Source: an optimization exercise on an open RTL-to-GDS flow (aim: small area). Production flows keep margins and buffers that such runs may drop.
At most, simulation tests tie the RTL to the original design; equivalence was not proved.
For runs 1, 2 and 7, only the layout was checked, not whether the RTL still works.
Power and IR drop assume default switching activity.

[run.sh]
#!/bin/bash
# synth_recipe.tcl (not shown) runs the flow's synth.tcl, then flattens the netlist and writes it again
# the make line also repeats each setting of config.mk as NAME=value (left out here)
make -C /OpenROAD-flow-scripts/flow DESIGN_CONFIG=/design/flow/config.mk WORK_HOME=/design/flow/orfs CLKGATE_MAP_FILE= SYNTH_SCRIPT=/design/flow/synth_recipe.tcl finish
[config.mk]
export PLATFORM = sky130hd
export DESIGN_NAME = msop_core
export DESIGN_NICKNAME = msop_core
export VERILOG_FILES = /design/flow/design.v
export SDC_FILE = /design/flow/constraint.sdc
export NUM_CORES = 4
export LEC_CHECK = 0
export CAP_MARGIN = 20
export CORE_MARGIN = 2
export CORE_UTILIZATION = 40
export PLACE_DENSITY = 0.6
export SLEW_MARGIN = 20
[constraint.sdc]
create_clock -name core_clock -period 13.0 [get_ports {clk}]
set_input_delay 2.6000 -clock core_clock [delete_from_list [all_inputs] [get_ports {clk}]]
set_output_delay 2.6000 -clock core_clock [all_outputs]
set_load 0.01 [all_outputs]
[design.v]
module msop_core (
    input  wire        clk,
    input  wire        rst,
    output wire [7:0]  imem_addr,
    input  wire [63:0] imem_data,
    output wire        dmem_re,
    output wire        dmem_we,
    output wire [7:0]  dmem_addr,
    output wire [31:0] dmem_wdata,
    input  wire [31:0] dmem_rdata,
    output wire        halted,
    output wire        aborted,
    output wire [1:0]  abort_cause,
    input  wire [3:0]  dbg_sel,
    output wire [31:0] dbg_val
);
    localparam ST_CLR  = 4'd0;    
    localparam ST_FET  = 4'd1;    
    localparam ST_PC   = 4'd2;    
    localparam ST_PB   = 4'd3;    
    localparam ST_IT   = 4'd4;    
    localparam ST_MV   = 4'd5;    
    localparam ST_PA   = 4'd6;    
    localparam ST_LDW  = 4'd7;    
    localparam ST_HALT = 4'd8;
    localparam ST_ABT1 = 4'd9;    
    localparam ST_ABT2 = 4'd10;   
    reg  [3:0]   state;
    reg  [7:0]   pc;
    reg  [3:0]   k;
    reg  [511:0] ring;
    reg  [31:0]  A, B, Y;
    reg          lap;
    reg          first;
    reg          qn;
    wire [31:0] R = ring[511:480];
    wire [4:0]  op  = imem_data[63:59];
    wire [3:0]  fa  = imem_data[57:54];
    wire [3:0]  fb  = imem_data[52:49];
    wire [3:0]  fc  = imem_data[47:44];
    wire [31:0] imm = imem_data[31:0];
    wire is_ar   = ~op[4] & ~op[3];               
    wire is_mul  = is_ar & (op[1:0] == 2'd0);
    wire is_div  = is_ar & (op[1:0] == 2'd3);
    wire is_md   = is_mul | is_div;
    wire is_sub  = is_ar & (op[1:0] == 2'd2);
    wire is_mem  = (op[4:2] == 3'b010);           
    wire is_ld   = is_mem & ~op[0];
    wire is_st   = is_mem & op[0];
    wire is_set  = (op == 5'd12);
    wire is_br   = (op >= 5'd13) && (op <= 5'd17);
    wire is_ret  = (op == 5'd18);
    wire is_wr   = is_ar | is_set;                
    wire regform = is_mem ? op[1] : (is_ar & op[2]);
    wire [3:0] kn = k - 4'd1;
    wire mk_a  = (k == fa);
    wire mk_a1 = (kn == fa);
    wire mk_b  = (k == fb);
    wire mk_c  = (k == fc);
    reg        xa1, xa2, s_in;
    reg        selR, selY, selI, inv, cin;
    reg        bload, yload, wen, wrd;
    wire [31:0] XA  = (A & {32{xa1}}) | ({A[30:0], 1'b0} & {32{xa2}}) | {31'd0, s_in};
    wire [31:0] XB  = ((R & {32{selR}}) | (Y & {32{selY}}) | (imm & {32{selI}})) ^ {32{inv}};
    wire [32:0] c;
    wire [31:0] S;
    assign c[0] = cin;
    genvar gi;
    generate
        for (gi = 0; gi < 32; gi = gi + 1) begin : g_add
            assign S[gi]   = XA[gi] ^ XB[gi] ^ c[gi];
            assign c[gi+1] = (XA[gi] & XB[gi]) | (c[gi] & (XA[gi] ^ XB[gi]));
        end
    endgenerate
    wire s_hz = ~|S[31:10];
    wire s_z  = s_hz & ~|S[9:0];
    wire s_n  = S[31];
    reg taken;
    always @(*) begin
        case (op[2:0])
            3'd5: taken = s_z;              
            3'd6: taken = ~s_n;             
            3'd7: taken = s_n | s_z;        
            3'd0: taken = ~s_n & ~s_z;      
            default: taken = s_n;           
        endcase
    end
    wire [7:0] target = imm[31] ? 8'd0 : imm[9:2];
    reg [3:0] nstate;
    reg       pc_adv;
    reg       re, we;
    wire dsub = ~((A[31] & ~first) ^ Y[31]);
    always @(*) begin
        xa1 = 1'b1; xa2 = 1'b0; s_in = 1'b0;
        selR = 1'b0; selY = 1'b0; selI = 1'b0; inv = 1'b0; cin = 1'b0;
        bload = 1'b0; yload = 1'b0; wen = 1'b0; wrd = 1'b0;
        nstate = state; pc_adv = 1'b0; re = 1'b0; we = 1'b0;
        case (state)
            ST_CLR: begin
                xa1 = 1'b0; wen = 1'b1;
                if (k == 4'd0) nstate = ST_FET;
            end
            ST_FET: nstate = ST_PC;
            ST_PC: begin
                if (is_ret) nstate = ST_HALT;
                else if (mk_c) begin
                    xa1 = 1'b0; selR = regform; selI = ~regform;
                    inv = is_sub; cin = is_sub;
                    yload = 1'b1;
                    nstate = (is_div & s_z) ? ST_ABT1 : ST_PB;
                end
            end
            ST_PB: begin
                if (mk_b) begin
                    selR = 1'b1;
                    if (is_md) begin
                        xa1 = 1'b0;
                        inv = is_div & R[31]; cin = is_div & R[31];
                        bload = 1'b1;
                        nstate = ST_IT;
                    end else begin
                        selR = ~(is_set | is_br);
                        nstate = (is_mem & ~s_hz) ? ST_ABT2 : ST_PA;
                    end
                end
            end
            ST_IT: begin
                xa1 = 1'b0; xa2 = ~first;
                if (is_div) begin
                    s_in = B[31];
                    selY = 1'b1; inv = dsub; cin = dsub;
                end else begin
                    selY = B[31];
                end
                if (mk_b && lap) nstate = is_div ? ST_MV : ST_PA;
            end
            ST_MV: begin
                xa1 = 1'b0; xa2 = 1'b1; s_in = B[31] ^ qn;
                if (mk_b && lap) nstate = ST_PA;
            end
            ST_PA: begin
                if (is_ld) begin
                    if (mk_a1) begin re = 1'b1; nstate = ST_LDW; end
                end else if (mk_a) begin
                    pc_adv = 1'b1; nstate = ST_FET;
                    if (is_st) we = 1'b1;
                    if (is_br) begin xa1 = 1'b0; selR = 1'b1; end
                    if (is_wr) begin cin = is_div & qn; wen = 1'b1; end
                end
            end
            ST_LDW: begin
                wen = 1'b1; wrd = 1'b1; pc_adv = 1'b1; nstate = ST_FET;
            end
            default: ;
        endcase
    end
    always @(posedge clk) begin
        ring <= {ring[479:0], wen ? (wrd ? dmem_rdata : S) : R};
        A <= S;
        B <= bload ? S : {B[30:0], ~S[31]};
        if (yload) Y <= S;
        if (state == ST_PC) qn <= S[31];
        else if (state == ST_PB && mk_b) qn <= qn ^ R[31];
        first <= (state == ST_PB);
        if (state != ST_IT && state != ST_MV) lap <= 1'b0;
        else if (mk_b) lap <= ~lap;
        if (rst) begin
            state <= ST_CLR;
            pc    <= 8'd0;
            k     <= 4'd15;
        end else begin
            state <= nstate;
            k     <= kn;
            if (pc_adv) pc <= (is_br & taken) ? target : pc + 8'd1;
        end
    end
    assign imem_addr   = pc;
    assign dmem_re     = re;
    assign dmem_we     = we;
    assign dmem_addr   = A[9:2];
    assign dmem_wdata  = R;
    assign halted      = (state == ST_HALT);
    assign aborted     = (state == ST_ABT1) || (state == ST_ABT2);
    assign abort_cause = {state == ST_ABT2, state == ST_ABT1};
    wire [3:0] pos = dbg_sel + ~k;
    reg  [31:0] dv;
    integer i;
    always @(*) begin
        dv = 32'd0;
        for (i = 0; i < 16; i = i + 1)
            dv = dv | (ring[i*32 +: 32] & {32{pos == i[3:0]}});
    end
    assign dbg_val = dv;
endmodule
==> results of run 1 <==
## cell usage in the layout, fill, tap and decap left out, drive strengths merged, types with 16 or more instances in the layout
cell and instances:
a22o 131, a221oi 130, buf 153, fa 32
nand4 42, xnor2 43, clkinv 16, inv 47
a22oi 31, edfxtp 33, o21ai 44, nor3 22
a222oi 32, nand2 62, clkbuf 90, a221o 29
a21oi 17, nor2 74, clkdlybuf4s50 155, dfxtp 594
xor2 16
## final cells by class
class,count,area (um^2)
flip-flops and latches,627,12900
inverters,46,178
well taps,672,841
multi-input cells,817,6760
repair buffers,319,2900
clock buffers,85,1680
fillers,4393,24500
clock inverters,17,123
diodes,1,2.50
## worst reg2reg max path: cells and delay by family, from the launching register on
family                   cells  cell delay [ns]
XOR/XNOR                     2             0.28
flip-flops                   1             0.46
AO/OA/AOI/OAI                3             0.55
buffers and inverters        6             0.65
AND/OR/NAND/NOR              7             1.68
adder cells (fa/ha/maj)     31            10.92
## how the worst min path moves through the flow
stage / startpoint / to / slack, ns
2_1_floorplan: ring[68]$_DFF_P_ / ring[100]$_DFF_P_ / 0.33
3_3_place_gp: ring[170]$_DFF_P_ / ring[202]$_DFF_P_ / 0.33
3_5_place_dp: ring[277]$_DFF_P_ / ring[309]$_DFF_P_ / 0.34
5_1_grt: ring[445]$_DFF_P_ / ring[477]$_DFF_P_ / 0.35
4_1_cts: ring[451]$_DFF_P_ / ring[483]$_DFF_P_ / 0.34
6_report: ring[451]$_DFF_P_ / ring[483]$_DFF_P_ / 0.34
## per-layer routing
layer / wire length, um / up-vias / global-route usage [%]
met3: 4750 / 121 / 5.05
li1: - / 6562 / -
met1: 26900 / 7183 / 31.1
met4: 1850 / 12 / 7.25
met2: 27700 / 652 / 37.0
met5: 93 / - / 0
## power groups by stage
stage	combinational [mW]	clock [mW]	sequential, mW
6_report	0.809	1.60	2.58
5_1_grt	0.861	1.70	2.62
4_1_cts	0.790	1.63	2.58
3_5_place_dp	0.751	0	2.61
3_3_place_gp	0.746	0	2.60
2_1_floorplan	0.404	0	2.51
## registers in the layout, summed over array words and instances, names as in the netlist
signal  flops
Y          32
qn          1
lap         1
state       4
k           4
A          32
ring      512
pc          8
B          32
first       1
## repair_timing
item / 4_1_cts / 5_1_grt
resized for setup: 85 / 39
hold endpoints to repair: 0 / 0
setup endpoints to repair: 47 / 48
buffers inserted: 17 / 10
pin swaps: 23 / 21
## through the flow
step           cells  setup WS (ns)  power (mW)  util [%]  instance area (um^2)
2_1_floorplan   1633          -3.28        2.92         -                 20200
3_3_place_gp    2459          -4.05        3.35      46.3                 23100
3_5_place_dp    2459          -4.12        3.36      46.3                 23100
4_1_cts         2575          -3.08        4.99      50.5                 25200
5_1_grt         2584          -3.62        5.19      50.9                 25400
6_report        2584          -3.28        5.00      50.9                 25400
## cells by family after synthesis
kind of cell / count (synthesis) / synth area share, %
buffers and inverters: 189 / 4.34
AND/OR/NAND/NOR: 269 / 6.71
XOR/XNOR: 60 / 2.69
flip-flops: 627 / 64.2
adder cells (fa/ha/maj): 37 / 3.50
multiplexers: 6 / 0.318
AO/OA/AOI/OAI: 445 / 18.3
==> results.ini, run 1 <==
[run_status]
outcome = failed layout checks
checkFailReasons = negative setup slack

[sta]
slew_headroom_pct = 35.8
fin_crit_ns = 16.28
fin_skew_ns = 0.0136
finalSetupViolCount = 44
hold_ws_ns = 0.339
fmax_mhz = 61.4
finalHoldViolations = 0
rsz0062_at_grt = yes
worstMarginPinSlew_ns = 0.959
maxSlewViolCount = 0
fin_setup_tns_ns = -79.28
period_share_pct = 125
setup_ws_ns = -3.28

[global_routing]
antenna_found_initial = 7
gr-total-overflow = 0
grt_max_degree = 63
grt.total_usage_pct = 23.1
grt_pass1_wl_um = 92200
grt_pass1_vias = 14900

[clock_network]
insertion_delay_ns = 0.59
postCtsHoldBufs = 0
cts_buffers = 56
cts_tree = done
cts_root_buf = clkbuf_16
clock_sinks = 627
htree_levels = 2
cts.clk_slew.worst_paths_ns = 0.07
cts_buffer_depth = 3

[setup_path]
r2r_end = pc[4]$_SDFFE_PP0P_
cp_max_fo = 5
slowest_stage = or4b_4
crit_buf_inv = 6
critPathTopFamily = adder cells
crit_path_frequent_cell = fa_2
cp-end-kind = register
slowest_delay_ns = 0.53
ff2ff_path_depth = 49
crit_path_start = imem_data[61]
worstPathRequired_ns = 13.51
critPathArrivalTime_ns = 16.80
crit_end = pc[4]$_SDFFE_PP0P_
timing.rr.start = k[3]$_SDFF_PP1_
path_class = in2reg
r2r_setup_slack_ns = -1.60
path_depth = 49
critPathLaunchType = input pin

[synthesis]
syn_area_um2 = 20100
synth_cells = 1633
synth_edf_count = 33
synth_top_area_cell = dfxtp_1
synth_seq_cells = 627
avgSynthCellArea_um2 = 12.3
yosysMostFrequentCell = dfxtp_1
synth_top_area_share_pct = 59.2
ys_seq_area_share_pct = 64.2
synth_area_leaders = dfxtp_1, a22o_1, a221oi_1
synthTopCellsByCount = dfxtp_1, a22o_1, a221oi_1
yosysUniqueCellTypes = 58
synthArstFlopShare_pct = 0
syn_nets = 1772
yosys_most_used_dff = dfxtp_1
ys_warn_count = 1

[drt]
drc = 0
wl_per_cell_um = 23.8
drt-total-wl_um = 61400
avgViaCountPerCell = 5.62
drtAntennaViolNets = 0
num_vias = 14500
drt_iter0_drc = 1235
first_pass_iters = 8

[placement]
routabilityCongestion = 0.876
portBuffers = 172
dpl.hpwl_um = 39000

[power]
p_clk_share_pct = 32.1
p_leak_nw = 9.76
ir_drop_mv = 0.145
p_seq_share_pct = 51.7
p_switching_mw = 1.41
p_comb_share_pct = 16.2
p_int_mw = 3.59
powerDensity_nw_per_um2 = 197
swShare_pct = 28.3

[floorplan]
chipWidth_um = 228
io-pin-count = 188
die_area_um2 = 52000
core_area_um2 = 49900
rows = 82
die_y_um = 228
start_util_pct = 40.3

[final_layout]
nets = 2006
syn_to_final_growth_pct = 26.3
post_route_cells_drive_above_1_share_pct = 18.9

[run]
cap_violations = 0

[hold_path]
hp-class = reg2reg
hold_depth = 0

==> run 2, diff against run 1 <==
--- a/config.mk
+++ b/config.mk
@@ -8,5 +8,7 @@
 export CAP_MARGIN = 20
 export CORE_MARGIN = 2
 export CORE_UTILIZATION = 40
+export CTS_BUF_LIST = sky130_fd_sc_hd__clkbuf_4 sky130_fd_sc_hd__clkbuf_8
+export CTS_CLUSTER_SIZE = 25
 export PLACE_DENSITY = 0.6
 export SLEW_MARGIN = 20
==> results.ini, run 2 <==
[run_status]
outcome = failed layout checks
checkFailReasons = negative setup slack

[sta]
worstMarginPinSlew_ns = 0.953  ; -0.00583 ns
period_share_pct = 124  ; -1.5 points
finalHoldViolations = 0  ; unchanged
rsz0062_at_grt = yes
fin_crit_ns = 16.10  ; -0.189 ns
slew_headroom_pct = 36.2  ; +0.39 points
setup_ws_ns = -3.10  ; +0.189 ns
fmax_mhz = 62.1  ; +1.2%
maxSlewViolCount = 0  ; unchanged
fin_skew_ns = 0.0430  ; +0.0294 ns
finalSetupViolCount = 42  ; -4.5%

[floorplan]
io-pin-count = 188  ; unchanged
rows = 82  ; unchanged
die_y_um = 228  ; unchanged
die_area_um2 = 52000  ; unchanged
core_area_um2 = 49900  ; unchanged
start_util_pct = 40.3  ; unchanged
chipWidth_um = 228  ; unchanged

[drt]
avgViaCountPerCell = 5.55  ; -1.4%
wl_per_cell_um = 23.3  ; -1.7%
drt-total-wl_um = 61900  ; +0.90%
drt_iter0_drc = 1280  ; +3.6%
first_pass_iters = 5  ; -3
drtAntennaViolNets = 0  ; unchanged
drc = 0  ; unchanged
num_vias = 14700  ; +1.3%

[setup_path]
slowest_delay_ns = 0.53  ; about the same
ff2ff_path_depth = 48  ; -2.0%
crit_end = pc[1]$_SDFFE_PP0P_
cp-end-kind = register
critPathLaunchType = input pin
slowest_stage = or4b_4
crit_path_frequent_cell = fa_2
critPathArrivalTime_ns = 16.67  ; -0.13 ns
critPathTopFamily = adder cells
r2r_end = pc[1]$_SDFFE_PP0P_
path_class = in2reg
crit_buf_inv = 5  ; -1
path_depth = 48  ; -2.0%
cp_max_fo = 4  ; -1
timing.rr.start = k[3]$_SDFF_PP1_
worstPathRequired_ns = 13.58  ; +0.07 ns
r2r_setup_slack_ns = -1.54  ; +0.06 ns
crit_path_start = imem_data[60]

[synthesis]
synth_cells = 1633  ; unchanged
synthArstFlopShare_pct = 0  ; unchanged
avgSynthCellArea_um2 = 12.3  ; unchanged
synth_top_area_cell = dfxtp_1
synth_seq_cells = 627  ; unchanged
yosysMostFrequentCell = dfxtp_1
ys_warn_count = 1  ; unchanged
ys_seq_area_share_pct = 64.2  ; unchanged
synthTopCellsByCount = dfxtp_1, a22o_1, a221oi_1
synth_area_leaders = dfxtp_1, a22o_1, a221oi_1
syn_area_um2 = 20100  ; unchanged
yosys_most_used_dff = dfxtp_1
synth_top_area_share_pct = 59.2  ; unchanged
synth_edf_count = 33  ; unchanged
syn_nets = 1772  ; unchanged
yosysUniqueCellTypes = 58  ; unchanged

[placement]
placed_area_um2 = 23100  ; unchanged
dpl.hpwl_um = 39000  ; unchanged
portBuffers = 172  ; unchanged
dp.cells = 2459  ; unchanged
routabilityCongestion = 0.876  ; unchanged

[final_layout]
fin_util_pct = 51.7  ; +0.83 points
syn_to_final_growth_pct = 28.4
mostFrequentLayoutCells = dfxtp_1, clkdlybuf4s50_1, a22o_1, a221oi_1, buf_4
largest-register = ring
post_route_cells_drive_above_1_share_pct = 22.6  ; +3.7 points
layout_commonest_cell = dfxtp_1
final_area_um2 = 25800  ; +1.6%
final_cells = 2653  ; +2.7%
nets = 2043  ; +1.8%
largest_reg_flops = 512  ; unchanged
diodes = 0  ; -1
nFillCells = 4395  ; +0.046%

[power]
powerDensity_nw_per_um2 = 204  ; +3.4%
ir_drop_mv = 0.0979  ; -33%
p_leak_nw = 10.0  ; +2.8%

[clock_network]
cts_buffers = 93  ; +66%
htree_levels = 3  ; +1
insertion_delay_ns = 0.70  ; +0.11 ns
cts_buffer_depth = 3  ; unchanged
cts.clk_slew.worst_paths_ns = 0.07  ; about the same
cts_tree = done
cts_root_buf = clkbuf_8
clock_sinks = 627  ; unchanged

[hold_path]
hp-class = reg2reg

[global_routing]
grt_pass1_vias = 15200  ; +2.0%
antenna_found_initial = 6  ; -1
grt_max_degree = 63  ; unchanged
gr-total-overflow = 0  ; unchanged
grt.total_usage_pct = 23.5  ; +0.45 points
grt_pass1_wl_um = 93200  ; +1.1%

[run]
cap_violations = 0  ; unchanged

## run 2: worst min-delay path by stage
stage,cells after the start,from,endpoint
after floorplan,0,ring[68]$_DFF_P_,ring[100]$_DFF_P_
after global placement,0,ring[170]$_DFF_P_,ring[202]$_DFF_P_
after detailed placement,0,ring[277]$_DFF_P_,ring[309]$_DFF_P_
after CTS,0,ring[358]$_DFF_P_,ring[390]$_DFF_P_
after global routing,0,ring[358]$_DFF_P_,ring[390]$_DFF_P_
final,0,ring[358]$_DFF_P_,ring[390]$_DFF_P_
## run 2: metal layers
layer | vias to the layer above | GRT usage (%) | wire length (um)
li1 | 6648 | - | -
met4 | 12 | 8.66 | 1600
met2 | 604 | 37.6 | 28300
met5 | - | 0 | 94
met3 | 108 | 5.34 | 4380
met1 | 7343 | 31.3 | 27500
## run 2: repair_timing
item,CTS,global route
resized for setup,85,41
hold buffers,0,0
setup buffers,16,10
pin swaps,31,19
endpoints found under the setup margin,45,47
gates cloned,0,0
## run 2: worst register-to-register path, delay by kind of cell, from the launching register on
family	cells	cell delay, ns
AOI/OAI and AO/OA	2	0.46
adders and majority gates	31	10.84
and+or+nand+nor	7	1.75
buffers and inverters	5	0.49
xor gates and xnor gates	2	0.27
DFF	1	0.46
muxes	1	0.17
## run 2: stage by stage
stage / hold WS [ns] / TNS, ns / power, mW / worst slack [ns]
after floorplan: 0.331 / -79.10 / 2.92 / -3.28
after global placement: 0.333 / -116.50 / 3.35 / -4.05
after detailed placement: 0.337 / -119.00 / 3.36 / -4.12
after CTS: 0.315 / -70.07 / 5.25 / -2.95
after global routing: 0.332 / -84.87 / 5.45 / -3.47
final: 0.323 / -72.92 / 5.25 / -3.10
## run 2: logic make-up (layout without fill, tap and decap cells)
family                     after synthesis  in the layout  synth area share, %
AOI/OAI and AO/OA                      445            445                 18.3
xor gates and xnor gates                60             60                 2.69
adders and majority gates               37             37                 3.50
buffers and inverters                  189            537                 4.34
DFF                                    627            627                 64.2
muxes                                    6              6                0.318
and+or+nand+nor                        269            269                 6.71
## run 2: layout make-up
class / instances / area, um^2 / share of cell area, %
sequential: 627 / 12900 / 50.0
timing repair buffer: 319 / 2890 / 11.2
inverter: 46 / 178 / 0.689
clock buffer: 150 / 1870 / 7.26
clock inverter: 22 / 358 / 1.39
multi-input combinational: 817 / 6760 / 26.2
tap: 672 / 841 / 3.26
## run 2: report_power, final
part / total, mW / leakage (nW) / internal [mW] / switching (mW)
clock: 1.85 / 1.18 / 1.08 / 0.768
sequential: 2.59 / 5.13 / 2.34 / 0.244
combinational: 0.820 / 3.72 / 0.356 / 0.464
total: 5.25 / 10.0 / 3.78 / 1.48
==> run 3, diff against run 2 <==
--- a/design.v
+++ b/design.v
@@ -62,14 +62,23 @@
     reg        bload, yload, wen, wrd;
     wire [31:0] XA  = (A & {32{xa1}}) | ({A[30:0], 1'b0} & {32{xa2}}) | {31'd0, s_in};
     wire [31:0] XB  = ((R & {32{selR}}) | (Y & {32{selY}}) | (imm & {32{selI}})) ^ {32{inv}};
-    wire [32:0] c;
+    wire [16:0] cl;
+    wire [16:0] ch;
+    wire [15:0] u;
+    wire [16:0] t;
     wire [31:0] S;
-    assign c[0] = cin;
+    assign cl[0] = cin;
+    assign ch[0] = 1'b0;
+    assign t[0]  = 1'b1;
     genvar gi;
     generate
-        for (gi = 0; gi < 32; gi = gi + 1) begin : g_add
-            assign S[gi]   = XA[gi] ^ XB[gi] ^ c[gi];
-            assign c[gi+1] = (XA[gi] & XB[gi]) | (c[gi] & (XA[gi] ^ XB[gi]));
+        for (gi = 0; gi < 16; gi = gi + 1) begin : g_add
+            assign S[gi]    = XA[gi] ^ XB[gi] ^ cl[gi];
+            assign cl[gi+1] = (XA[gi] & XB[gi]) | (cl[gi] & (XA[gi] ^ XB[gi]));
+            assign u[gi]    = XA[gi+16] ^ XB[gi+16] ^ ch[gi];
+            assign ch[gi+1] = (XA[gi+16] & XB[gi+16]) | (ch[gi] & (XA[gi+16] ^ XB[gi+16]));
+            assign t[gi+1]  = t[gi] & u[gi];
+            assign S[gi+16] = u[gi] ^ (cl[16] & t[gi]);
         end
     endgenerate
     wire s_hz = ~|S[31:10];
--- a/config.mk
+++ b/config.mk
@@ -8,7 +8,5 @@
 export CAP_MARGIN = 20
 export CORE_MARGIN = 2
 export CORE_UTILIZATION = 40
-export CTS_BUF_LIST = sky130_fd_sc_hd__clkbuf_4 sky130_fd_sc_hd__clkbuf_8
-export CTS_CLUSTER_SIZE = 25
 export PLACE_DENSITY = 0.6
 export SLEW_MARGIN = 20
==> results.ini, run 3 <==
[run_status]
outcome = finished clean

[run]
cap_violations = 0  ; unchanged

[clock_network]
htree_levels = 2  ; -1
cts_buffer_depth = 3  ; unchanged
cts_tree = done
insertion_delay_ns = 0.63  ; -0.07 ns
cts_root_buf = clkbuf_16
cts_buffers = 59  ; -37%
cts.clk_slew.worst_paths_ns = 0.06  ; about the same
clock_sinks = 627  ; unchanged

[synthesis]
avgSynthCellArea_um2 = 12.0  ; -2.2%
synth_seq_cells = 627  ; unchanged
synthTopCellsByCount = dfxtp_1, a22o_1, a221oi_1
synthArstFlopShare_pct = 0  ; unchanged
synth_area_leaders = dfxtp_1, a22o_1, a221oi_1
yosys_most_used_dff = dfxtp_1
yosysUniqueCellTypes = 61  ; +5.2%
syn_area_um2 = 20600  ; +2.4%
ys_warn_count = 1  ; unchanged
synth_top_area_share_pct = 57.8  ; -1.4 points
synth_top_area_cell = dfxtp_1
ys_seq_area_share_pct = 62.6  ; -1.5 points
yosysMostFrequentCell = dfxtp_1
synth_cells = 1710  ; +4.7%
syn_nets = 1850  ; +4.4%
synth_edf_count = 33  ; unchanged

[sta]
fin_setup_tns_ns = 0  ; +72.92 ns
worstMarginPinSlew_ns = 1.20  ; +0.247 ns
fin_crit_ns = 12.68  ; -3.42 ns
hold_ws_ns = 0.343  ; +0.0199 ns
period_share_pct = 97.5  ; -26 points
finalSetupViolCount = 0  ; -100%
fmax_mhz = 78.9  ; +27%
fin_skew_ns = 0.0160  ; -0.0269 ns
maxSlewViolCount = 0  ; unchanged
slew_headroom_pct = 19.6  ; -17 points
finalHoldViolations = 0  ; unchanged

[setup_path]
critPathLaunchType = input pin
cp_max_fo = 7  ; +3
crit_path_frequent_cell = fa_2
cp-end-kind = register
timing.rr.start = state[0]$_SDFFE_PP0P_
critPathArrivalTime_ns = 13.22  ; -3.45 ns
path_class = in2reg
crit_path_start = imem_data[46]
critPathTopFamily = adder cells
crit_buf_inv = 5  ; unchanged
slowest_stage = clkdlybuf4s50_1
worstPathRequired_ns = 13.54  ; -0.04 ns
slowest_delay_ns = 0.50  ; -0.03 ns

[global_routing]
grt_pass1_vias = 15100  ; -0.41%
grt_pass1_wl_um = 92500  ; -0.78%
grt_max_degree = 59  ; -6.3%
grt.total_usage_pct = 22.7  ; -0.81 points
antenna_found_initial = 1  ; -5
gr-total-overflow = 0  ; unchanged

[final_layout]
largest_reg_flops = 512  ; unchanged
diodes = 0  ; unchanged
mostFrequentLayoutCells = dfxtp_1, a22o_1, clkdlybuf4s50_1, a221oi_1, buf_4
layout_commonest_cell = dfxtp_1
nets = 2058  ; +0.73%
fin_util_pct = 50.7  ; -1.0 points
post_route_cells_drive_above_1_share_pct = 15.5  ; -7.1 points
final_cells = 2646  ; -0.26%
syn_to_final_growth_pct = 25.9
largest-register = ring

[drt]
wl_per_cell_um = 23.1  ; -0.90%
avgViaCountPerCell = 5.58  ; +0.52%
drtAntennaViolNets = 0  ; unchanged
drc = 0  ; unchanged
first_pass_iters = 5  ; unchanged
drt_iter0_drc = 1029  ; -20%
drt-total-wl_um = 61200  ; -1.2%
num_vias = 14800  ; +0.26%

[power]
p_comb_share_pct = 13.1  ; -2.5 points
p_int_mw = 3.54  ; -6.3%
p_switching_mw = 1.29  ; -13%
powerDensity_nw_per_um2 = 186  ; -8.5%
p_clk_share_pct = 37.1  ; +1.9 points
p_total_mw = 4.83  ; -8.2%
p_leak_nw = 10.1  ; +1.1%
ir_drop_mv = 0.108  ; +11%
p_seq_share_pct = 49.8  ; +0.6 points
swShare_pct = 26.6  ; -1.4 points

[hold_path]
hold_start = ring[275]$_DFF_P_
hp-class = reg2reg

[floorplan]
die_area_um2 = 53300  ; +2.4%
rows = 83  ; +1.2%
die_y_um = 231  ; +1.2%
core_area_um2 = 51100  ; +2.5%
chipWidth_um = 231  ; +1.2%
start_util_pct = 40.3  ; about the same
io-pin-count = 188  ; unchanged

[placement]
dp.cells = 2518  ; +2.4%
dpl.hpwl_um = 39300  ; +0.84%
portBuffers = 172  ; unchanged
routabilityCongestion = 0.924  ; +5.5%

-- run 3: cell types whose count changed in the layout (fill, tap and decap cells not counted), moves of 10 or more --
cell / previous run / this run
a21oi_1: 16 / 45
xor2_1: 10 / 31
clkbuf_4: 31 / 0
buf_4: 126 / 109
a22o_1: 131 / 178
nor2_1: 55 / 41
clkbuf_8: 119 / 11
a222oi_1: 32 / 0
dlymetal6s2s_1: 0 / 10
clkbuf_1: 0 / 12
o21ai_0: 31 / 43
clkbuf_16: 0 / 63
nand2_1: 60 / 79
buf_6: 23 / 3
-- run 3: power by group through the flow --
| stage | logic (mW) | clock network, mW | registers (mW) |
|---|---|---|---|
| global route | 0.669 | 1.90 | 2.43 |
| CTS | 0.619 | 1.82 | 2.40 |
| global placement | 0.584 | 0 | 2.43 |
| detailed placement | 0.589 | 0 | 2.43 |
| finish | 0.631 | 1.79 | 2.40 |
| floorplan | 0.318 | 0 | 2.35 |
-- run 3: per-stage QoR --
stage	worst slack [ns]	instance area, um^2
after floorplan	0.00726	20700
after global placement	-0.964	23400
after detailed placement	-0.988	23400
after CTS	0.00916	25700
after global routing	-0.0249	25900
final	0.323	25900
-- run 3: final cells by class --
type                    instances  area [um^2]
well taps                     680          851
inverters                      42          158
fillers                      4482        25200
multi-input cells             899         7230
flip-flops and latches        627        12900
clock buffers                  86         1770
repair buffers                289         2710
clock inverters                23          289
-- run 3: layer usage --
metal,vias to the layer above,wire (um),track usage [%]
met3,95,4010,3.66
met5,-,11,0
met4,2,1420,6.37
met1,7362,27200,31.3
met2,540,28500,37.0
li1,6754,-,-
-- run 3: final timing paths --
path / endpoint / slack, ns / cells after the start
worst min-delay path: ring[307]$_DFF_P_ / 0.34 / 0
worst min register to register: ring[307]$_DFF_P_ / 0.34 / 0
worst max register to register: pc[1]$_SDFFE_PP0P_ / 1.79 / 38
worst max-delay path: pc[1]$_SDFFE_PP0P_ / 0.32 / 38
-- run 3: logic make-up (layout without fill, tap and decap cells) --
group | Yosys count | in the layout | synth area share (%)
xor+xnor | 75 | 75 | 3.19
fa+ha+maj | 38 | 38 | 3.44
flops | 627 | 627 | 62.6
mux | 4 | 4 | 0.219
buf+inv | 184 | 440 | 4.17
simple gates | 302 | 302 | 7.62
compound gates | 480 | 480 | 18.7
-- run 3: timing repair --
action,CTS,global route
setup buffers,14,4
hold buffers,0,0
pin swaps,20,37
endpoints found under the setup margin,11,10
cloned,1,0
gates resized for setup,23,39
endpoints found under the hold margin,0,0
==> run 4, diff against run 3 <==
==> flow/run.sh (new file) <==
#!/bin/bash
# Own layout flow: the standard flow (standard.sh: the standard synthesis,
# floorplan, power grid, placement and routing) with two changes:
#  - each port gets the smallest buffer, buf_1, instead of the default one;
#  - the clock tree uses larger sink clusters and no dummy loads.
# The make output goes to flow.log here; ORFS keeps each step's log under orfs/logs.
set -euo pipefail
export BUFFER_PORTS_ARGS="-buffer_cell sky130_fd_sc_hd__buf_1"
export CTS_ARGS="-sink_clustering_enable -repair_clock_nets -dont_use_dummy_load -sink_clustering_size 25 -sink_clustering_max_diameter 100"
bash standard.sh finish > flow.log 2>&1
==> standard.sh (new file) <==
#!/bin/bash
# synth_recipe.tcl (not shown) runs the flow's synth.tcl, then flattens the netlist and writes it again
# the make line also repeats each setting of config.mk as NAME=value (left out here)
make -C /OpenROAD-flow-scripts/flow DESIGN_CONFIG=/design/flow/config.mk WORK_HOME=/design/flow/orfs CLKGATE_MAP_FILE= SYNTH_SCRIPT=/design/flow/synth_recipe.tcl "${@:-finish}"
removed: run.sh
==> results.ini, run 4 <==
[floorplan]
die_area_um2 = 53300  ; unchanged
start_util_pct = 40.3  ; unchanged
chipWidth_um = 231  ; unchanged
io-pin-count = 188  ; unchanged
rows = 83  ; unchanged
die_y_um = 231  ; unchanged
core_area_um2 = 51100  ; unchanged

[drt]
drtAntennaViolNets = 0  ; unchanged
first_pass_iters = 7  ; +2
avgViaCountPerCell = 5.65  ; +1.3%
num_vias = 14500  ; -1.8%
drt_iter0_drc = 957  ; -7.0%
wl_per_cell_um = 23.4  ; +1.3%
drc = 0  ; unchanged
drt-total-wl_um = 60100  ; -1.8%

[synthesis]
avgSynthCellArea_um2 = 12.0  ; unchanged
synth_top_area_share_pct = 57.8  ; unchanged
syn_area_um2 = 20600  ; unchanged
syn_nets = 1850  ; unchanged
synth_area_leaders = dfxtp_1, a22o_1, a221oi_1
synth_top_area_cell = dfxtp_1
synth_edf_count = 33  ; unchanged
synth_seq_cells = 627  ; unchanged
ys_warn_count = 1  ; unchanged
synth_cells = 1710  ; unchanged
yosysUniqueCellTypes = 61  ; unchanged
ys_seq_area_share_pct = 62.6  ; unchanged
synthArstFlopShare_pct = 0  ; unchanged
yosys_most_used_dff = dfxtp_1
synthTopCellsByCount = dfxtp_1, a22o_1, a221oi_1
yosysMostFrequentCell = dfxtp_1

[final_layout]
mostFrequentLayoutCells = dfxtp_1, a22o_1, buf_1, a221oi_1, buf_4
fin_util_pct = 45.5  ; -5.2 points
largest_reg_flops = 512  ; unchanged
largest-register = ring
final_cells = 2565  ; -3.1%
layout_commonest_cell = dfxtp_1
syn_to_final_growth_pct = 13.0
post_route_cells_drive_above_1_share_pct = 11.3  ; -4.2 points
nets = 2024  ; -1.7%
final_area_um2 = 23200  ; -10%

[clock_network]
cts.clk_slew.worst_paths_ns = 0.09  ; +0.03 ns
postCtsHoldBufs = 0  ; unchanged
insertion_delay_ns = 0.59  ; -0.04 ns
clock_sinks = 627  ; unchanged
cts_root_buf = clkbuf_16
cts_buffer_depth = 3  ; unchanged
htree_levels = 1  ; -1
cts_buffers = 29  ; -51%
cts_tree = done

[sta]
setup_ws_ns = 0.315  ; -0.00729 ns
fin_skew_ns = 0.0483  ; +0.0322 ns
worstMarginPinSlew_ns = 1.15  ; -0.0542 ns
finalSetupViolCount = 0  ; unchanged
slew_headroom_pct = 23.4  ; +3.8 points
fin_setup_tns_ns = 0  ; unchanged
maxSlewViolCount = 0  ; unchanged
finalHoldViolations = 0  ; unchanged
fin_crit_ns = 12.68  ; +0.00729 ns
fmax_mhz = 78.8  ; about the same
period_share_pct = 97.6  ; about the same

[placement]
portBuffers = 172  ; unchanged
dpl.hpwl_um = 39200  ; -0.27%
placed_area_um2 = 22300  ; -4.6%
routabilityCongestion = 0.886  ; -4.2%
dp.cells = 2522  ; +0.16%
dp_slack_ns = -0.760  ; +0.228 ns

[setup_path]
cp-end-kind = register
worstPathRequired_ns = 13.51  ; -0.03 ns
critPathLaunchType = input pin
crit_path_frequent_cell = fa_2
slowest_delay_ns = 0.49  ; about the same
path_class = in2reg
slowest_stage = or4_4
cp_max_fo = 7  ; unchanged
critPathArrivalTime_ns = 13.19  ; -0.03 ns

[global_routing]
antenna_found_initial = 3  ; +2
gr-total-overflow = 0  ; unchanged
grt_pass1_vias = 14400  ; -4.5%
grt_pass1_wl_um = 89600  ; -3.2%
grt_max_degree = 59  ; unchanged
grt.total_usage_pct = 22.0  ; -0.73 points

[power]
ir_drop_mv = 0.116  ; +6.8%
p_leak_nw = 8.87  ; -12%
powerDensity_nw_per_um2 = 169  ; -9.5%

[hold_path]
hp-class = reg2reg

[run]
cap_violations = 0  ; unchanged

[run_status]
outcome = finished clean

[run 4: worst paths after layout]
kind                    startpoint            endpoint  slack [ns]  cells after the start
max                  imem_data[51]  pc[1]$_SDFFE_PP0P_        0.32                     40
min               ring[48]$_DFF_P_    ring[80]$_DFF_P_        0.35                      0
max reg2reg  state[1]$_SDFFE_PP0P_  pc[1]$_SDFFE_PP0P_        1.58                     39
min reg2reg       ring[48]$_DFF_P_    ring[80]$_DFF_P_        0.35                      0
[run 4: final cells by class]
class	instances	area, um^2
flip-flops and latches	627	12900
multi-input cells	899	7100
well taps	680	851
fillers	4832	27900
diodes	3	7.51
repair buffers	285	1510
clock buffers	29	726
inverters	42	158
[run 4: kinds of logic after synthesis]
kind of cell | share of synthesized area, %
xor+xnor | 3.19
flops | 62.6
simple gates | 7.62
mux | 0.219
compound gates | 18.7
fa+ha+maj | 3.44
buf+inv | 4.17
[run 4: through the flow]
step / hold slack (ns) / power, mW
after floorplan: 0.331 / 2.67
after global placement: 0.333 / 2.95
after detailed placement: 0.336 / 2.96
after CTS: 0.344 / 3.92
after global routing: 0.357 / 4.07
final: 0.346 / 3.92
[run 4: power by group]
group	switching [mW]	total, mW	internal (mW)
combinational	0.355	0.548	0.194
clock	0.575	0.973	0.398
sequential	0.181	2.40	2.22
[run 4: critical path: cells and delay by family]
kind / cells / cell delay, ns
buffers and inverters: 7 / 0.95
adder cells (fa/ha/maj): 17 / 6.06
XOR/XNOR: 1 / 0.17
AND/OR/NAND/NOR: 6 / 1.42
AO/OA/AOI/OAI: 9 / 2.00
[run 4: layer usage]
layer	routed length [um]	GRT usage, %	up-vias
met4	1520	6.37	0
met2	28000	35.8	480
met5	0	0	-
met3	3440	2.73	91
li1	-	-	6628
met1	27200	30.7	7285
[run 4: what timing repair did]
action / in CTS / in global routing
pin swaps: 19 / 27
endpoints found under the setup margin: 8 / 9
resized for setup: 14 / 12
setup buffers: 5 / 7
==> run 5, diff against run 4 <==
--- a/flow/run.sh
+++ b/flow/run.sh
@@ -6,5 +6,5 @@
 # The make output goes to flow.log here; ORFS keeps each step's log under orfs/logs.
 set -euo pipefail
 export BUFFER_PORTS_ARGS="-buffer_cell sky130_fd_sc_hd__buf_1"
-export CTS_ARGS="-sink_clustering_enable -repair_clock_nets -dont_use_dummy_load -sink_clustering_size 25 -sink_clustering_max_diameter 100"
+export CTS_ARGS="-sink_clustering_enable -repair_clock_nets -dont_use_dummy_load -sink_clustering_size 28 -sink_clustering_max_diameter 100"
 bash standard.sh finish > flow.log 2>&1
==> results.ini, run 5 <==
[drt]
drc = 0  ; unchanged
drt-total-wl_um = 60000  ; -0.26%
wl_per_cell_um = 23.4  ; about the same
drtAntennaViolNets = 0  ; unchanged
first_pass_iters = 5  ; -2
drt_iter0_drc = 1018  ; +6.4%
avgViaCountPerCell = 5.65  ; about the same
num_vias = 14500  ; -0.19%

[floorplan]
chipWidth_um = 231  ; unchanged
core_area_um2 = 51100  ; unchanged
die_y_um = 231  ; unchanged
io-pin-count = 188  ; unchanged
rows = 83  ; unchanged
die_area_um2 = 53300  ; unchanged
start_util_pct = 40.3  ; unchanged

[setup_path]
worstPathRequired_ns = 13.51  ; about the same
critPathArrivalTime_ns = 13.20  ; about the same
slowest_delay_ns = 0.48  ; about the same
cp_max_fo = 7  ; unchanged
critPathLaunchType = input pin
crit_path_frequent_cell = fa_2
timing.rr.start = state[1]$_SDFFE_PP0P_
crit_path_start = imem_data[51]
slowest_stage = or4_4
cp-end-kind = register
path_class = in2reg

[sta]
period_share_pct = 97.6  ; about the same
fin_skew_ns = 0.0389  ; -0.00939 ns
fmax_mhz = 78.8  ; about the same
maxSlewViolCount = 0  ; unchanged
setup_ws_ns = 0.306  ; -0.00972 ns
fin_setup_tns_ns = 0  ; unchanged
worstMarginPinSlew_ns = 1.12  ; -0.0281 ns
finalSetupViolCount = 0  ; unchanged
slew_headroom_pct = 25.3  ; +1.9 points
finalHoldViolations = 0  ; unchanged
rsz0062_at_grt = no
hold_ws_ns = 0.336  ; -0.00916 ns
fin_crit_ns = 12.69  ; +0.00972 ns

[clock_network]
cts_buffers = 26  ; -10%
postCtsHoldBufs = 0  ; unchanged
cts.clk_slew.worst_paths_ns = 0.11  ; +0.02 ns
clock_sinks = 627  ; unchanged
cts_tree = done
htree_levels = 1  ; unchanged
insertion_delay_ns = 0.58  ; about the same
cts_buffer_depth = 3  ; unchanged
cts_root_buf = clkbuf_16

[synthesis]
yosys_most_used_dff = dfxtp_1
synth_top_area_cell = dfxtp_1
synthArstFlopShare_pct = 0  ; unchanged
yosysUniqueCellTypes = 61  ; unchanged
ys_seq_area_share_pct = 62.6  ; unchanged
synth_top_area_share_pct = 57.8  ; unchanged
syn_nets = 1850  ; unchanged
yosysMostFrequentCell = dfxtp_1
ys_warn_count = 1  ; unchanged
synth_area_leaders = dfxtp_1, a22o_1, a221oi_1
syn_area_um2 = 20600  ; unchanged
synthTopCellsByCount = dfxtp_1, a22o_1, a221oi_1
synth_cells = 1710  ; unchanged
synth_seq_cells = 627  ; unchanged
synth_edf_count = 33  ; unchanged
avgSynthCellArea_um2 = 12.0  ; unchanged

[final_layout]
post_route_cells_drive_above_1_share_pct = 11.2  ; -0.14 points
mostFrequentLayoutCells = dfxtp_1, a22o_1, buf_1, a221oi_1, buf_4
layout_commonest_cell = dfxtp_1
final_cells = 2559  ; -0.23%
nets = 2020  ; -0.20%
largest_reg_flops = 512  ; unchanged
nFillCells = 4837  ; +0.10%
final_area_um2 = 23100  ; -0.37%
largest-register = ring
syn_to_final_growth_pct = 12.5

[power]
powerDensity_nw_per_um2 = 167  ; -0.98%
ir_drop_mv = 0.0899  ; -22%
p_leak_nw = 8.83  ; -0.49%

[run_status]
outcome = finished clean

[hold_path]
hp-class = reg2reg
hold_start = ring[117]$_DFF_P_

[global_routing]
antenna_found_initial = 2  ; -1
grt_max_degree = 59  ; unchanged
met1_usage_pct = 30.5  ; -0.16 points
grt.met2_usage_pct = 35.9  ; +0.094 points
grt_pass1_wl_um = 89300  ; -0.36%
gr-total-overflow = 0  ; unchanged
grt_pass1_vias = 14400  ; -0.43%
use_met3_pct = 2.92  ; +0.19 points
top_usage_layer = met2
grt.total_usage_pct = 21.9  ; -0.11 points

[placement]
routabilityCongestion = 0.886  ; unchanged
dp_slack_ns = -0.760  ; unchanged
dp.cells = 2522  ; unchanged
placed_area_um2 = 22300  ; unchanged
dpl.hpwl_um = 39200  ; unchanged
portBuffers = 172  ; unchanged

[run]
cap_violations = 0  ; unchanged

[run 5: cells by family after synthesis]
family / Yosys count / synth area share, %
adders and majority gates: 38 / 3.44
buffers and inverters: 184 / 4.17
and+or+nand+nor: 302 / 7.62
DFF: 627 / 62.6
muxes: 4 / 0.219
AOI/OAI and AO/OA: 480 / 18.7
xor gates and xnor gates: 75 / 3.19
[run 5: layer usage]
metal	part of all wire [%]	wire length, um
met1	45	26900
met2	47	27900
met3	6.2	3710
met4	2.4	1440
met5	0.022	13
[run 5: path summary, 6_finish.rpt]
path,endpoint,slack [ns],cells past startpoint
worst min register to register,ring[149]$_DFF_P_,0.34,0
worst max register to register,pc[5]$_SDFFE_PP0P_,1.60,39
worst max-delay path,pc[5]$_SDFFE_PP0P_,0.31,40
worst min-delay path,ring[149]$_DFF_P_,0.34,0
[run 5: power breakdown]
group	switching, mW	total, mW	leakage (nW)	internal, mW
Sequential	0.182	2.40	5.13	2.22
Clock	0.560	0.921	0.320	0.360
Combinational	0.354	0.548	3.38	0.194
[run 5: critical path: cells and delay by family]
kind | cells | cell delay (ns)
fa+ha+maj | 17 | 6.05
compound gates | 9 | 2.01
buf+inv | 7 | 0.96
xor+xnor | 1 | 0.17
simple gates | 6 | 1.41
[run 5: cell type report]
class | instances | area [um^2] | area share (%)
well taps | 680 | 851 | 3.68
repair buffers | 284 | 1500 | 6.49
diodes | 1 | 2.50 | 0.0108
inverters | 42 | 158 | 0.681
multi-input cells | 899 | 7100 | 30.7
clock buffers | 26 | 651 | 2.81
flip-flops and latches | 627 | 12900 | 55.6
[run 5: stage by stage]
stage | total power, mW | util (%)
after global placement | 2.95 | 43.7
final | 3.87 | 45.3
after global routing | 4.01 | 45.3
after floorplan | 2.67 | -
after detailed placement | 2.96 | 43.7
after CTS | 3.87 | 45.1
[run 5: timing repair]
action	4_1_cts	5_1_grt
setup endpoints to repair	8	8
resized for setup	14	13
buffers inserted	6	5
pin swaps	18	27
endpoints found under the hold margin	0	0
==> run 6, diff against run 5 <==
==> flow/run.sh (replaced) <==
#!/bin/bash
# Own layout flow: the standard flow (standard.sh: ORFS with the standard flow's
# synthesis script, floorplan, power grid, placement and routing) with three
# changes, none of which touches the registers or the constraints:
#  - ABC maps the logic with an area-oriented script (flow/abc_map.script)
#    in place of ORFS's delay-oriented one; ORFS's scripts are copied here
#    and only abc_speed.script is replaced;
#  - each port gets the smallest buffer, buf_1, instead of the default one;
#  - the clock tree uses larger sink clusters and no dummy loads.
# The make output goes to flow.log here; ORFS keeps each step's log under orfs/logs.
set -euo pipefail
rm -rf scripts
cp -r "$FLOW_HOME/scripts" scripts
cp flow/abc_map.script scripts/abc_speed.script
export SCRIPTS_DIR="$PWD/scripts"
export BUFFER_PORTS_ARGS="-buffer_cell sky130_fd_sc_hd__buf_1"
export CTS_ARGS="-sink_clustering_enable -repair_clock_nets -dont_use_dummy_load -sink_clustering_size 28 -sink_clustering_max_diameter 100"
bash standard.sh finish > flow.log 2>&1
==> flow/abc_map.script (new file) <==
strash
dc2
dch -f
amap
topo
==> results.ini, run 6 <==
[synthesis]
ys_warn_count = 1  ; unchanged
ys_seq_area_share_pct = 66.0  ; +3.4 points
synth_cells = 1638  ; -4.2%
avgSynthCellArea_um2 = 11.9  ; -0.97%
synthArstFlopShare_pct = 0  ; unchanged
synth_top_area_cell = dfxtp_1
syn_nets = 1778  ; -3.9%
synthTopCellsByCount = dfxtp_1, nand2_1, a222oi_1
yosysMostFrequentCell = dfxtp_1
yosysUniqueCellTypes = 43  ; -30%
synth_edf_count = 33  ; unchanged
yosys_most_used_dff = dfxtp_1
synth_area_leaders = dfxtp_1, a222oi_1, edfxtp_1
synth_seq_cells = 627  ; unchanged
syn_area_um2 = 19500  ; -5.1%
synth_top_area_share_pct = 60.9  ; +3.1 points

[final_layout]
final_area_um2 = 22800  ; -1.4%
layout_commonest_cell = dfxtp_1
nFillCells = 4300  ; -11%
nets = 2056  ; +1.8%
regArea_um2 = 12900  ; unchanged
largest-register = ring
multi_input_area_um2 = 6390  ; -10%
diodes = 0  ; -1
fin_util_pct = 47.6  ; +2.3 points
largest_reg_flops = 512  ; unchanged
post_route_cells_drive_above_1_share_pct = 14.5  ; +3.3 points
mostFrequentLayoutCells = dfxtp_1, buf_1, a222oi_1, nand2_1, buf_4
syn_to_final_growth_pct = 17.0

[placement]
placed_area_um2 = 21900  ; -1.9%
dpl.hpwl_um = 38000  ; -3.1%
portBuffers = 172  ; unchanged
routabilityCongestion = 0.868  ; -2.0%

[clock_network]
cts_tree = done
clock_sinks = 627  ; unchanged
cts.clk_slew.worst_paths_ns = 0.11  ; about the same
postCtsHoldBufs = 0  ; unchanged
htree_levels = 1  ; unchanged
insertion_delay_ns = 0.60  ; +0.02 ns
cts_buffer_depth = 3  ; unchanged
cts_root_buf = clkbuf_16
cts_buffers = 26  ; unchanged

[hold_path]
hp-class = reg2reg

[setup_path]
path_class = in2reg
cp-end-kind = register
slowest_stage = or4_4
critPathArrivalTime_ns = 13.31  ; +0.11 ns
worstPathRequired_ns = 13.50  ; about the same
slowest_delay_ns = 0.51  ; +0.03 ns
cp_max_fo = 8  ; +1
critPathLaunchType = input pin
crit_path_frequent_cell = fa_2

[drt]
drtAntennaViolNets = 0  ; unchanged
num_vias = 14400  ; -0.062%
wl_per_cell_um = 23.4  ; -0.10%
first_pass_iters = 6  ; +1
drc = 0  ; unchanged
avgViaCountPerCell = 5.71  ; +1.1%
drt-total-wl_um = 59200  ; -1.3%
drt_iter0_drc = 1698  ; +67%

[floorplan]
die_area_um2 = 50600  ; -5.1%
core_area_um2 = 47900  ; -6.2%
start_util_pct = 40.7  ; +0.44 points
die_y_um = 225  ; -2.6%
chipWidth_um = 225  ; -2.6%
io-pin-count = 188  ; unchanged
rows = 80  ; -3.6%

[global_routing]
grt_pass1_vias = 14400  ; +0.19%
gr-total-overflow = 0  ; unchanged
grt.total_usage_pct = 22.7  ; +0.87 points
antenna_found_initial = 0  ; -2
grt_pass1_wl_um = 87200  ; -2.3%
grt_max_degree = 61  ; +3.4%

[sta]
period_share_pct = 98.5  ; +0.87 points
fmax_mhz = 78.1  ; -0.88%
fin_setup_tns_ns = 0  ; unchanged
finalHoldViolations = 0  ; unchanged
finalSetupViolCount = 0  ; unchanged
fin_skew_ns = 0.0512  ; +0.0123 ns
fin_crit_ns = 12.81  ; +0.113 ns
maxSlewViolCount = 0  ; unchanged
rsz0062_at_grt = yes
worstMarginPinSlew_ns = 1.08  ; -0.0361 ns
slew_headroom_pct = 27.7  ; +2.4 points

[run_status]
outcome = finished clean

[power]
powerDensity_nw_per_um2 = 133  ; -20%
ir_drop_mv = 0.0930  ; +3.5%
p_leak_nw = 8.47  ; -4.0%
p_total_mw = 3.03  ; -22%

[run]
cap_violations = 0  ; unchanged

==> run 6: power by group <==
group	switching, mW	internal, mW
registers	0.00282	1.94
logic	0.136	0.0367
clock network	0.562	0.360
total	0.701	2.33
==> run 6: cell type report <==
cell class / instances / area share (%)
multi-input cells: 850 / 28.0
inverters: 121 / 2.28
well taps: 615 / 3.37
clock buffers: 26 / 2.85
repair buffers: 290 / 7.09
flip-flops and latches: 627 / 56.4
==> run 6: critical path: cells and delay by family <==
family          cells  cell delay, ns
fa+ha+maj          17            5.83
buf+inv             5            0.51
simple gates       10            2.52
compound gates     10            1.86
==> run 6: worst paths after layout <==
path	startpoint	end	slack [ns]	cells after the start
max	imem_data[50]	pc[4]$_SDFFE_PP0P_	0.19	42
min	ring[419]$_DFF_P_	ring[451]$_DFF_P_	0.29	0
max reg2reg	k[1]$_SDFF_PP1_	pc[4]$_SDFFE_PP0P_	1.56	42
min reg2reg	ring[419]$_DFF_P_	ring[451]$_DFF_P_	0.29	0
==> run 6: per-layer routing <==
metal	vias to the layer above	GRT usage [%]	routed length (um)
met2	585	38.4	28100
met5	-	0	0
met3	87	3.20	4720
met1	7092	30.6	25100
li1	6683	-	-
met4	0	5.98	1230
==> run 6: through the flow <==
step / worst slack, ns / instances / hold slack (ns)
floorplan: -1.66 / 1638 / 0.324
global placement: -0.625 / 2496 / 0.332
detailed placement: -0.661 / 2496 / 0.335
CTS: 0.0369 / 2522 / 0.292
global route: -0.0748 / 2529 / 0.290
finish: 0.192 / 2529 / 0.291
==> run 6: cells by family (layout without fill, tap and decap cells) <==
family	after synthesis	in the layout	share of synthesized area, %
AND/OR/NAND/NOR	326	326	7.64
buffers and inverters	161	437	3.87
flip-flops	627	627	66.0
adder cells (fa/ha/maj)	38	38	3.63
AO/OA/AOI/OAI	486	486	18.8
==> run 6: timing repair <==
action                     4_1_cts  5_1_grt
resized for setup                2       68
cloned                           0        1
setup buffers                    0        7
setup endpoints to repair        8       11
pin swaps                        0       13
==> run 7, diff against run 6 <==
--- a/design.v
+++ b/design.v
@@ -16,15 +16,16 @@
 );
     localparam ST_CLR  = 4'd0;    
     localparam ST_FET  = 4'd1;    
-    localparam ST_PC   = 4'd2;    
-    localparam ST_PB   = 4'd3;    
-    localparam ST_IT   = 4'd4;    
-    localparam ST_MV   = 4'd5;    
-    localparam ST_PA   = 4'd6;    
-    localparam ST_LDW  = 4'd7;    
-    localparam ST_HALT = 4'd8;
-    localparam ST_ABT1 = 4'd9;    
-    localparam ST_ABT2 = 4'd10;   
+    localparam ST_DEC  = 4'd2;    
+    localparam ST_PC   = 4'd3;    
+    localparam ST_PB   = 4'd4;    
+    localparam ST_IT   = 4'd5;    
+    localparam ST_MV   = 4'd6;    
+    localparam ST_PA   = 4'd7;    
+    localparam ST_LDW  = 4'd8;    
+    localparam ST_HALT = 4'd9;
+    localparam ST_ABT1 = 4'd10;   
+    localparam ST_ABT2 = 4'd11;   
     reg  [3:0]   state;
     reg  [7:0]   pc;
     reg  [3:0]   k;
@@ -33,8 +34,9 @@
     reg          lap;
     reg          first;
     reg          qn;
+    reg  [4:0]   op;              
+    reg          mk_a, mk_a1, mk_b, mk_c;    
     wire [31:0] R = ring[511:480];
-    wire [4:0]  op  = imem_data[63:59];
     wire [3:0]  fa  = imem_data[57:54];
     wire [3:0]  fb  = imem_data[52:49];
     wire [3:0]  fc  = imem_data[47:44];
@@ -52,16 +54,14 @@
     wire is_ret  = (op == 5'd18);
     wire is_wr   = is_ar | is_set;                
     wire regform = is_mem ? op[1] : (is_ar & op[2]);
-    wire [3:0] kn = k - 4'd1;
-    wire mk_a  = (k == fa);
-    wire mk_a1 = (kn == fa);
-    wire mk_b  = (k == fb);
-    wire mk_c  = (k == fc);
+    wire [3:0] kn  = k - 4'd1;
+    wire [3:0] knn = k - 4'd2;
     reg        xa1, xa2, s_in;
     reg        selR, selY, selI, inv, cin;
     reg        bload, yload, wen, wrd;
     wire [31:0] XA  = (A & {32{xa1}}) | ({A[30:0], 1'b0} & {32{xa2}}) | {31'd0, s_in};
-    wire [31:0] XB  = ((R & {32{selR}}) | (Y & {32{selY}}) | (imm & {32{selI}})) ^ {32{inv}};
+    wire [31:0] XBr = (R & {32{selR}}) | (Y & {32{selY}}) | (imm & {32{selI}});
+    wire [31:0] XB  = XBr ^ {32{inv}};
     wire [16:0] cl;
     wire [16:0] ch;
     wire [15:0] u;
@@ -109,7 +109,8 @@
                 xa1 = 1'b0; wen = 1'b1;
                 if (k == 4'd0) nstate = ST_FET;
             end
-            ST_FET: nstate = ST_PC;
+            ST_FET: nstate = ST_DEC;
+            ST_DEC: nstate = ST_PC;
             ST_PC: begin
                 if (is_ret) nstate = ST_HALT;
                 else if (mk_c) begin
@@ -152,7 +153,7 @@
                     if (mk_a1) begin re = 1'b1; nstate = ST_LDW; end
                 end else if (mk_a) begin
                     pc_adv = 1'b1; nstate = ST_FET;
-                    if (is_st) we = 1'b1;
+                    if (is_st) begin we = 1'b1; selR = 1'b1; end
                     if (is_br) begin xa1 = 1'b0; selR = 1'b1; end
                     if (is_wr) begin cin = is_div & qn; wen = 1'b1; end
                 end
@@ -173,6 +174,11 @@
         first <= (state == ST_PB);
         if (state != ST_IT && state != ST_MV) lap <= 1'b0;
         else if (mk_b) lap <= ~lap;
+        op    <= imem_data[63:59];
+        mk_a  <= (kn == fa);
+        mk_a1 <= (knn == fa);
+        mk_b  <= (kn == fb);
+        mk_c  <= (kn == fc);
         if (rst) begin
             state <= ST_CLR;
             pc    <= 8'd0;
@@ -186,8 +192,8 @@
     assign imem_addr   = pc;
     assign dmem_re     = re;
     assign dmem_we     = we;
-    assign dmem_addr   = A[9:2];
-    assign dmem_wdata  = R;
+    assign dmem_addr   = XA[9:2];
+    assign dmem_wdata  = XBr;
     assign halted      = (state == ST_HALT);
     assign aborted     = (state == ST_ABT1) || (state == ST_ABT2);
     assign abort_cause = {state == ST_ABT2, state == ST_ABT1};
==> results.ini, run 7 <==
[setup_path]
crit_buf_inv = 5  ; unchanged
cp_max_fo = 8  ; unchanged
slowest_delay_ns = 0.52  ; about the same
critPathLaunchType = input pin
critPathTopFamily = adder cells
critPathArrivalTime_ns = 13.13  ; -0.18 ns
worstPathRequired_ns = 13.50  ; about the same
crit_path_frequent_cell = fa_2
slowest_stage = or4_1
path_class = in2reg
cp-end-kind = register

[power]
powerDensity_nw_per_um2 = 139  ; +4.7%
p_total_mw = 3.15  ; +4.0%
ir_drop_mv = 0.0874  ; -6.0%
p_leak_nw = 8.27  ; -2.3%

[synthesis]
synth_top_area_share_pct = 61.4  ; +0.47 points
synth_cells = 1662  ; +1.5%
yosysUniqueCellTypes = 44  ; +2.3%
synth_edf_count = 33  ; unchanged
synthArstFlopShare_pct = 0  ; unchanged
synthTopCellsByCount = dfxtp_1, clkinv_1, nand2_1
synth_area_leaders = dfxtp_1, a222oi_1, edfxtp_1
yosys_most_used_dff = dfxtp_1
ys_seq_area_share_pct = 66.5  ; +0.44 points
syn_nets = 1804  ; +1.5%
yosysMostFrequentCell = dfxtp_1
synth_seq_cells = 636  ; +1.4%
synth_top_area_cell = dfxtp_1
syn_area_um2 = 19700  ; +0.73%
avgSynthCellArea_um2 = 11.8  ; -0.72%
ys_warn_count = 1  ; unchanged

[final_layout]
final_cells = 2604  ; +3.0%
nets = 2084  ; +1.4%
syn_to_final_growth_pct = 15.3
diodes = 0  ; unchanged
layout_commonest_cell = dfxtp_1
largest-register = ring
largest_reg_flops = 512  ; unchanged
mostFrequentLayoutCells = dfxtp_1, clkinv_1, buf_1, nand2_1, a222oi_1
post_route_cells_drive_above_1_share_pct = 8.97  ; -5.5 points

[hold_path]
hp-class = reg2reg

[drt]
wl_per_cell_um = 23.3  ; -0.62%
first_pass_iters = 8  ; +2
drtAntennaViolNets = 0  ; unchanged
num_vias = 14800  ; +2.2%
drc = 0  ; unchanged
avgViaCountPerCell = 5.67  ; -0.70%
drt-total-wl_um = 60600  ; +2.3%
drt_iter0_drc = 1840  ; +8.4%

[sta]
maxSlewViolCount = 0  ; unchanged
worstMarginPinSlew_ns = 1.04  ; -0.0411 ns
fin_crit_ns = 12.63  ; -0.178 ns
finalHoldViolations = 0  ; unchanged
period_share_pct = 97.1  ; -1.4 points
rsz0062_at_grt = no
hold_ws_ns = 0.326  ; +0.0351 ns
finalSetupViolCount = 0  ; unchanged
slew_headroom_pct = 30.2  ; +2.5 points
fin_skew_ns = 0.0390  ; -0.0122 ns
fmax_mhz = 79.2  ; +1.4%

[run]
cap_violations = 0  ; unchanged

[placement]
portBuffers = 172  ; unchanged
routabilityCongestion = 0.878  ; +1.1%
dp.cells = 2573  ; +3.1%
dpl.hpwl_um = 38600  ; +1.6%

[clock_network]
insertion_delay_ns = 0.61  ; about the same
cts.clk_slew.worst_paths_ns = 0.11  ; about the same
cts_buffer_depth = 3  ; unchanged
clock_sinks = 636  ; +1.4%
cts_buffers = 26  ; unchanged
htree_levels = 1  ; unchanged
cts_tree = done
cts_root_buf = clkbuf_16

[floorplan]
start_util_pct = 40.3  ; -0.38 points
io-pin-count = 188  ; unchanged
chipWidth_um = 226  ; +0.36%
die_y_um = 226  ; +0.36%
die_area_um2 = 50900  ; +0.72%
rows = 81  ; +1.3%
core_area_um2 = 48700  ; +1.7%

[global_routing]
gr-total-overflow = 0  ; unchanged
grt_pass1_wl_um = 90000  ; +3.2%
antenna_found_initial = 0  ; unchanged
grt_max_degree = 58  ; -4.9%
grt_pass1_vias = 14500  ; +0.56%
grt.total_usage_pct = 23.5  ; +0.74 points

[run_status]
outcome = finished clean

run 7: layer usage:
metal	track usage (%)	wire length (um)
met1	33.2	26700
met2	37.9	27800
met3	3.17	4730
met4	6.09	1410
met5	0	0
run 7: layout make-up:
type / instances / area, um^2
clock buffers: 26 / 651
fillers: 4532 / 26100
inverters: 181 / 702
multi-input cells: 845 / 6160
flip-flops and latches: 636 / 13100
well taps: 664 / 831
repair buffers: 252 / 1250
run 7: cells by family (layout without fill, tap and decap cells):
logic type	Yosys count	count (layout)	synth area share, %
adder cells (fa/ha/maj)	40	40	3.73
buffers and inverters	181	459	3.46
AND/OR/NAND/NOR	327	327	7.54
flip-flops	636	636	66.5
AO/OA/AOI/OAI	478	478	18.8
run 7: metrics by stage:
step | util [%] | cell area (um^2) | TNS [ns] | worst slack [ns]
after floorplan | - | 19800 | 0 | 0.0170
after global placement | 45.0 | 21900 | -3.34 | -0.455
after detailed placement | 45.0 | 21900 | -3.46 | -0.488
after CTS | 46.3 | 22600 | 0 | 0.0621
after global routing | 46.5 | 22700 | 0 | 0.00178
final | 46.5 | 22700 | 0 | 0.371
run 7: worst paths after layout:
check                        start            endpoint  slack [ns]  cells after the start
min reg2reg        ring[3]$_DFF_P_    ring[35]$_DFF_P_        0.33                      0
min                ring[3]$_DFF_P_    ring[35]$_DFF_P_        0.33                      0
max                   imem_data[0]  pc[2]$_SDFFE_PP0P_        0.37                     40
max reg2reg  state[2]$_SDFFE_PP0P_  pc[2]$_SDFFE_PP0P_        0.62                     51
run 7: repair_timing:
item                       CTS  global route
hold buffers                 0             0
buffers inserted             0             5
resized for setup            0            19
setup endpoints to repair    0            10
run 7: report_power, final:
part	switching [mW]	total [mW]	internal (mW)
Clock	0.574	0.934	0.360
Combinational	0.141	0.181	0.0400
Sequential	0.0284	2.04	2.01
Total	0.743	3.15	2.41

==> what the ideal ports hide <==
Ports are ideal in the flow. The routed layouts listed here were re-timed in OpenROAD.
Step 1 (the two cells are an assumption about what drives the block):
set clk [get_ports {clk}]
set_driving_cell -lib_cell sky130_fd_sc_hd__clkbuf_16 $clk
set_driving_cell -lib_cell sky130_fd_sc_hd__buf_2 [delete_from_list [all_inputs] $clk]
Step 2 adds t to the input delays and takes it off the output delays; t is the mean of the earliest and latest rising clock arrival at the registers after step 1. Input paths then give back, and output paths get back, about the clock's delay inside the block.
Three values: no drivers, after step 1, after step 2; two values: the first two.
run	t (ns)	setup WS [ns]	clock arrival spread, ns	slew at the worst register clock pin (ns)	pins driven straight from the clock port
run 1	0.642	-3.285 / -3.260 / -3.902	0.016 / 0.016	0.07 / 0.07	1
run 2	0.730	-3.095 / -3.074 / -3.805	0.043 / 0.043	0.07 / 0.07	1
run 3	0.673	0.323 / 0.357 / -0.315	0.021 / 0.021	0.07 / 0.07	1
run 4	0.624	0.315 / 0.353 / -0.271	0.049 / 0.048	0.10 / 0.10	1
run 5	0.619	0.306 / 0.340 / -0.280	0.039 / 0.039	0.11 / 0.11	1
run 6	0.634	0.192 / 0.210 / -0.424	0.054 / 0.054	0.11 / 0.11	1
run 7	0.643	0.371 / 0.401 / -0.242	0.040 / 0.040	0.12 / 0.12	1
With both steps, setup timing fails in 5 of these runs, where it was met with ideal ports. For run 2, which loses most, drivers alone change the setup slack by +0.021 ns; drivers and shift together by -0.710 ns.
